From an optimization exercise on the open Yosys and OpenROAD flow, aimed at small area, a short achievable clock period and few clock cycles per item; shortcuts taken in it are not production practice. RTL that was checked went through simulation tests only; none was proved equivalent to the original.

Design audio_sequencer_timing_fsm, start of the top module:
module audio_sequencer_timing_fsm (
    input  wire        clk,
    input  wire        rst,             
    input  wire [11:0] spt_i,           
    input  wire [4:0]  loop_bars_i,     
    input  wire [35:0] pan_i,           
    input  wire [47:0] vol_i,           
    input  wire [17:0] smp_i,           
    input  wire [95:0] len_i,           
    input  wire        start_i,
    input  wire        complete_i,
    output wire        stream_start_o,
    output wire [1:0]  stream_slot_o,
    output wire        ring_we_o,
    output wire [1:0]  ring_slot_o,
    output wire [4:0]  ring_frame_o,
    output wire [31:0] ring_wdata_o,
    output reg         song_re_o,
    output wire [3:0]  song_b_o,
    input  wire [2:0]  song_d_i,
    output reg         pat_re_o,
    output reg  [2:0]  pat_p_o,
    output reg  [2:0]  pat_v_o,
    output wire [6:0]  pat_t_o,
    input  wire [7:0]  pat_d_i,
    output wire        samp_re_o,
    output wire [2:0]  samp_k_o,
    output wire [11:0] samp_i_o,
    input  wire [15:0] samp_d_i
);
For scale: ~550 flip-flops, about 320 I/O pins.
clock: 14.0 ns
lec_check: 0
abc_clock_period_in_ps: 4000
cap_margin: 70
core_margin: 2
core_utilization: 40
place_density: 0.6
slew_margin: 70
synth_hierarchical: 1
standard.sh (not shown) runs the stock make flow with config.mk's settings and CLKGATE_MAP_FILE= SYNTH_SCRIPT=/design/flow/synth_recipe.tcl, a recipe that flattens the netlist after the stock synthesis.
==> flow/flow/run.sh <==
#!/bin/bash
# Layout flow: the standard layout (standard.sh, every ORFS step as the
# standard flow runs it), with the port buffers that global placement puts on
# every input and output made sky130_fd_sc_hd__buf_2 cells.
set -e
export BUFFER_PORTS_ARGS="-buffer_cell sky130_fd_sc_hd__buf_2"
bash standard.sh > standard.log 2>&1
The baseline finished with timing, DRC and antenna clean.
Testbench counts at the start, summed over its fixed seeds: cycles 18,920, frames 16,384.
==> next run, changes <==
--- a/flow/design.v
+++ b/flow/design.v
@@ -286,51 +286,41 @@
         csa = {((x & y) | (x & z) | (y & z)) << 1, x ^ y ^ z};
     endfunction
     wire [49:0] l1a = csa(row[0], row[1], row[2]);
     wire [49:0] l1b = csa(row[3], row[4], row5);
     wire [49:0] l2  = csa(l1a[24:0], l1a[49:25], l1b[24:0]);
     wire [49:0] l3  = csa(l2[24:0], l2[49:25], l1b[49:25]);
-    wire [12:0] lo;
-    fast_add #(.W(13)) u_add_lo (.a({1'b0, l3[11:0]}), .b({1'b0, l3[36:25]}), .ci(1'b0), .s(lo));
-    reg  [12:0] lo4;       
-    reg  [12:0] hs4, hc4;  
-    always @(posedge clk) begin
-        lo4 <= lo;
-        hs4 <= l3[24:12];
-        hc4 <= l3[49:37];
-    end
-    wire [12:0] hi;
-    fast_add #(.W(13)) u_add_hi (.a(hs4), .b(hc4), .ci(lo4[12]), .s(hi));
+    wire [24:0] sum;
+    fast_add #(.W(25)) u_add (.a(l3[24:0]), .b(l3[49:25]), .s(sum));
     always @(posedge clk)
-        gs <= {hi, lo4[11:0]};
+        gs <= sum;
 endmodule
 module fast_add #(
     parameter W = 8
 ) (
     input  wire [W-1:0] a,
     input  wire [W-1:0] b,
-    input  wire         ci,
     output wire [W-1:0] s
 );
-    assign s = a + b + {{(W-1){1'b0}}, ci};
+    assign s = a + b;
 endmodule
 module mixer_acc (
     input  wire        clk,
     input  wire        rst,
-    input  wire [2:0]  v4,         
+    input  wire [2:0]  v3,         
     input  wire [35:0] pan_i,
-    input  wire        from_i4,    
+    input  wire        from_i3,    
     input  wire        vld,        
     input  wire        to_i,       
     input  wire        last,       
     input  wire [24:0] gs,
     output reg         wr,         
     output reg         we,
     output reg  [31:0] word
 );
-    wire [5:0] pan = pan_i[6*v4 +: 6];
+    wire [5:0] pan = pan_i[6*v3 +: 6];
     reg  [2:0] p_neg, p_one, p_two;
     always @(posedge clk) begin
         p_neg[0] <= pan[1];
         p_one[0] <= pan[0];
         p_two[0] <= pan[1] && !pan[0];
         p_neg[1] <= pan[3];
@@ -344,14 +334,14 @@
     reg  [25:0] f_s;
     reg  [30:0] i_l;
     reg  [25:0] i_s;
     reg         i_ok;      
     reg         use_i, use_f;
     always @(posedge clk) begin
-        use_i <= from_i4 && (i_ok || (vld && to_i));
-        use_f <= !from_i4;
+        use_i <= from_i3 && (i_ok || (vld && to_i));
+        use_f <= !from_i3;
     end
     wire [30:0] base_l = ({31{use_i}} & i_l) | ({31{use_f}} & f_l);
     wire [25:0] base_s = ({26{use_i}} & i_s) | ({26{use_f}} & f_s);
     localparam [5:0] K_S1 = 6'b101011;    
     localparam [5:0] K_S0 = 6'b101100;    
     wire [30:0] row [0:2];
@@ -371,13 +361,13 @@
         input [30:0] x, y, z;
         csa = {((x & y) | (x & z) | (y & z)) << 1, x ^ y ^ z};
     endfunction
     wire [61:0] l1 = csa(row[0], row[1], row[2]);
     wire [61:0] l2 = csa(l1[30:0], l1[61:31], base_l);
     wire [30:0] n_l;
-    fast_add #(.W(31)) u_add (.a(l2[30:0]), .b(l2[61:31]), .ci(1'b0), .s(n_l));
+    fast_add #(.W(31)) u_add (.a(l2[30:0]), .b(l2[61:31]), .s(n_l));
     wire [25:0] n_s = base_s + {gs[24], gs};
     wire [30:0] r = {f_s, 5'b00000} - f_l;
     always @(posedge clk) begin
         if (rst) begin
             i_ok <= 1'b0;
             wr   <= 1'b0;
@@ -566,31 +556,26 @@
         t1_lvl  <= item_lvl;
     end
     reg        t2_vld, t2_from, t2_to, t2_last;
     reg  [2:0] t2_v;
     reg        t3_vld, t3_from, t3_to, t3_last;
     reg  [2:0] t3_v;
-    reg        t4_vld, t4_from, t4_to, t4_last;
-    reg  [2:0] t4_v;
-    reg        t5_vld, t5_to, t5_last;
+    reg        t4_vld, t4_to, t4_last;
     always @(posedge clk) begin
         if (rst) begin
             t2_vld <= 1'b0;
             t3_vld <= 1'b0;
             t4_vld <= 1'b0;
-            t5_vld <= 1'b0;
         end else begin
             t2_vld <= t1_vld;
             t3_vld <= t2_vld;
             t4_vld <= t3_vld;
-            t5_vld <= t4_vld;
         end
         {t2_from, t2_to, t2_last, t2_v} <= {t1_from, t1_to, t1_last, t1_v};
         {t3_from, t3_to, t3_last, t3_v} <= {t2_from, t2_to, t2_last, t2_v};
-        {t4_from, t4_to, t4_last, t4_v} <= {t3_from, t3_to, t3_last, t3_v};
-        {t5_to, t5_last}                <= {t4_to, t4_last};
+        {t4_to, t4_last}                <= {t3_to, t3_last};
     end
     wire [24:0] gs;
     emphasis_gain_multiplier u_gain (
         .clk    (clk),
         .v1     (t1_v),
         .lvl1   (t1_lvl),
@@ -600,18 +585,18 @@
         .s      (samp_d_i),
         .gs     (gs)
     );
     mixer_acc u_mix (
         .clk    (clk),
         .rst    (rst),
-        .v4     (t4_v),
+        .v3     (t3_v),
         .pan_i  (pan_i),
-        .from_i4(t4_from),
-        .vld    (t5_vld),
-        .to_i   (t5_to),
-        .last   (t5_last),
+        .from_i3(t3_from),
+        .vld    (t4_vld),
+        .to_i   (t4_to),
+        .last   (t4_last),
         .gs     (gs),
         .wr     (frame_next),
         .we     (ring_we_o),
         .word   (ring_wdata_o)
     );
 endmodule
The changed run finished clean.
Setup slack is worse by 0.42 ns.
Worst hold slack is better by 0.042 ns.
Routed wire length drops by 0.93%.
Core utilization drops by 0.12 points.
Clock-buffer cell count climbs by 2.
Die area drops by 1.9%.
Register-to-register slack is worse by 0.42 ns.
Global-route usage climbs by 0.22 points.
Synthesized area drops by 1.9%.
Via count drops by 0.70%.
Cell count drops by 0.39%.
Sequential cell count drops by 46.
Testbench counts after the change, summed over its fixed seeds: cycles 18,904, frames 16,384.

oak:
audio_sequencer_timing_fsm, a different RTL version from the one above (not shown whole).
Size in the first run: about 3200 cells after synthesis, about 480 flip-flops, roughly 320 I/O pins.
==> module timing_fsm, before the edit <==
module timing_fsm (
    input  wire        clk,
    input  wire        rst,
    input  wire        advance,
    input  wire [11:0] spt_i,
    input  wire [4:0]  loop_bars_i,
    output reg  [3:0]  bar,
    output reg  [6:0]  tick,
    output reg         tick_start
);
    localparam [6:0] BAR_LEN = 7'd72;
    reg [11:0] sot;    
    always @(posedge clk) begin
        if (rst) begin
            bar        <= 4'd0;
            tick       <= 7'd0;
            sot        <= 12'd0;
            tick_start <= 1'b1;
        end else if (advance) begin
            if (sot + 12'd1 == spt_i) begin
                sot        <= 12'd0;
                tick_start <= 1'b1;
                if (tick == BAR_LEN - 7'd1) begin
                    tick <= 7'd0;
                    if ({1'b0, bar} + 5'd1 == loop_bars_i)
                        bar <= 4'd0;
                    else
                        bar <= bar + 4'd1;
                end else begin
                    tick <= tick + 7'd1;
                end
            end else begin
                sot        <= sot + 12'd1;
                tick_start <= 1'b0;
            end
        end
    end
endmodule
==> module mixer_acc, before the edit <==
module mixer_acc (
    input  wire        clk,
    input  wire        rst,
    input  wire [2:0]  v3,         
    input  wire [35:0] pan_i,
    input  wire        vld,        
    input  wire        from_i,     
    input  wire        to_i,       
    input  wire        last,       
    input  wire [24:0] gs,
    output reg         we,
    output reg  [31:0] word
);
    wire [5:0] pan = pan_i[6*v3 +: 6];
    reg  [2:0] p_neg, p_one, p_two;
    always @(posedge clk) begin
        p_neg[0] <= pan[1];
        p_one[0] <= pan[0];
        p_two[0] <= pan[1] && !pan[0];
        p_neg[1] <= pan[3];
        p_one[1] <= pan[2] ^ pan[1];
        p_two[1] <= (pan[3:1] == 3'b011) || (pan[3:1] == 3'b100);
        p_neg[2] <= 1'b0;
        p_one[2] <= pan[4] ^ pan[3];
        p_two[2] <= (pan[4] && pan[3]) || pan[5];
    end
    reg  [30:0] f_l;
    reg  [25:0] f_s;
    reg  [30:0] i_l;
    reg  [25:0] i_s;
    reg         i_ok;      
    reg         wr;
    wire        use_i  = from_i && i_ok;
    wire [30:0] base_l = from_i ? (use_i ? i_l : 31'd0) : f_l;
    wire [25:0] base_s = from_i ? (use_i ? i_s : 26'd0) : f_s;
    wire [30:0] row [0:2];
    genvar g;
    generate
        for (g = 0; g < 3; g = g + 1) begin : rows
            wire [25:0] mag = p_one[g] ? {gs[24], gs} : p_two[g] ? {gs, 1'b0} : 26'd0;
            wire [25:0] sm  = mag ^ {26{p_neg[g]}};
            assign row[g] = {{4{1'b0}}, ~sm[25], sm[24:0]} << (2 * g);
        end
    endgenerate
    wire [30:0] fix = 31'h56000000 | {28'd0, p_neg[1], 1'b0, p_neg[0]};
    function [61:0] csa;
        input [30:0] x, y, z;
        csa = {((x & y) | (x & z) | (y & z)) << 1, x ^ y ^ z};
    endfunction
    wire [61:0] l1 = csa(row[0], row[1], row[2]);
    wire [61:0] l2 = csa(l1[30:0], l1[61:31], fix);
    wire [61:0] l3 = csa(l2[30:0], l2[61:31], base_l);
    wire [30:0] n_l = l3[30:0] + l3[61:31];
    wire [25:0] n_s = base_s + {gs[24], gs};
    wire [30:0] r = {f_s, 5'b00000} - f_l;
    always @(posedge clk) begin
        if (rst) begin
            i_ok <= 1'b0;
            wr   <= 1'b0;
            we   <= 1'b0;
        end else begin
            if (vld && to_i)
                i_ok <= 1'b1;
            wr <= vld && last;
            we <= wr;
        end
        if (vld) begin
            f_l <= n_l;
            f_s <= n_s;
            if (to_i) begin
                i_l <= n_l;
                i_s <= n_s;
            end
        end
        if (wr)
            word <= {f_l[30:15], r[30:15]};
    end
endmodule
Settings: LEC_CHECK=0, ABC_CLOCK_PERIOD_IN_PS=4000, CAP_MARGIN=20, CORE_MARGIN=2, CORE_UTILIZATION=40, PLACE_DENSITY=0.6, SLEW_MARGIN=20; clock period 14.0 ns.
run.sh (not shown) runs the stock make flow with config.mk's settings and CLKGATE_MAP_FILE= SYNTH_SCRIPT=/design/flow/synth_recipe.tcl, a recipe that flattens the netlist after the stock synthesis.
Stock flow here: none of the scripts above is used.
Testbench counts of oak, summed over its fixed seeds: cycles 18,904, frames 16,384.
Edits applied to the flow inputs when going from oak to pine:
--- a/flow/design.v
+++ b/flow/design.v
@@ -7,35 +7,44 @@
     output reg  [3:0]  bar,
     output reg  [6:0]  tick,
     output reg         tick_start
 );
     localparam [6:0] BAR_LEN = 7'd72;
-    reg [11:0] sot;    
+    reg [11:0] sot;         
+    reg        sot_last;    
+    reg        tick_last;   
+    reg        bar_last;    
+    wire tick_wrap = advance && sot_last;
+    wire bar_wrap  = tick_wrap && tick_last;
+    wire sl_hold = (sot + 12'd1 == spt_i);
+    wire sl_step = sot_last ? (spt_i == 12'd1) : (sot + 12'd2 == spt_i);
+    wire bl_hold = ({1'b0, bar} + 5'd1 == loop_bars_i);
+    wire bl_step = bar_last ? (loop_bars_i == 5'd1) : ({1'b0, bar} + 5'd2 == loop_bars_i);
     always @(posedge clk) begin
         if (rst) begin
             bar        <= 4'd0;
             tick       <= 7'd0;
             sot        <= 12'd0;
             tick_start <= 1'b1;
+            tick_last  <= 1'b0;
         end else if (advance) begin
-            if (sot + 12'd1 == spt_i) begin
-                sot        <= 12'd0;
-                tick_start <= 1'b1;
-                if (tick == BAR_LEN - 7'd1) begin
+            tick_start <= sot_last;
+            if (sot_last) begin
+                sot       <= 12'd0;
+                tick_last <= (tick == BAR_LEN - 7'd2);
+                if (tick_last) begin
                     tick <= 7'd0;
-                    if ({1'b0, bar} + 5'd1 == loop_bars_i)
-                        bar <= 4'd0;
-                    else
-                        bar <= bar + 4'd1;
+                    bar  <= bar_last ? 4'd0 : bar + 4'd1;
                 end else begin
                     tick <= tick + 7'd1;
                 end
             end else begin
-                sot        <= sot + 12'd1;
-                tick_start <= 1'b0;
+                sot <= sot + 12'd1;
             end
         end
+        sot_last <= (advance && !rst) ? sl_step : sl_hold;
+        bar_last <= (bar_wrap && !rst) ? bl_step : bl_hold;
     end
 endmodule
 module ring_ctrl (
     input  wire       clk,
     input  wire       rst,
@@ -345,20 +354,17 @@
             if (vld && to_i)
                 i_ok <= 1'b1;
             wr <= vld && last;
             we <= wr;
         end
-        if (vld) begin
-            f_l <= n_l;
-            f_s <= n_s;
-            if (to_i) begin
-                i_l <= n_l;
-                i_s <= n_s;
-            end
+        f_l <= n_l;
+        f_s <= n_s;
+        if (vld && to_i) begin
+            i_l <= n_l;
+            i_s <= n_s;
         end
-        if (wr)
-            word <= {f_l[30:15], r[30:15]};
+        word <= {f_l[30:15], r[30:15]};
     end
 endmodule
 module audio_sequencer_timing_fsm (
     input  wire        clk,
     input  wire        rst,             
Findings:
- Summed area of non-filler cells in the final layout was higher in oak than in pine.
- Diff oak -> pine: post-synthesis share of cell area spent on xor and xnor gates shows no meaningful change; total die area shows no meaningful change.
Only the layout flow was run in pine; the RTL was not checked for function there.

[what the ideal ports hide]
The flow's constraints put no driver on any port. The routed layouts listed below were extracted and timed again, unchanged, in two steps. Step 1: set_driving_cell puts a clkbuf_16 on clk and a buf_2 on each other input, an assumption about the parent block. Step 2, shift: input delay + t, output delay - t, t = (earliest + latest rising clock arrival at the registers) / 2. This alone moves slack from input paths to output paths. Slacks: ideal ports / drivers / drivers and shift; pairs: ideal ports / drivers.
| run | shift t [ns] | slack for setup (ns) | hold slack, ns | worst setup path at the end | worst data-port slew with drivers (ns) |
|---|---|---|---|---|---|
| the first run of note 1 | 0.707 | 9.609 / 9.609 / 9.287 | 0.282 / 0.282 / 0.282 | input to register | 0.07 |
| the second run of note 1 | 0.681 | 9.193 / 9.193 / 9.193 | 0.324 / 0.324 / 0.324 | register to register | 0.06 |
| oak | 0.687 | 7.989 / 7.989 / 7.989 | 0.326 / 0.326 / 0.326 | register to register | 0.11 |
| pine | 0.682 | 8.117 / 8.117 / 8.117 | 0.320 / 0.320 / 0.320 | register to register | 0.08 |
After both steps setup and hold are still met in every run listed. For the first run of note 1, which loses most, drivers alone change the setup slack by 0.000 ns; drivers and shift together by -0.322 ns.
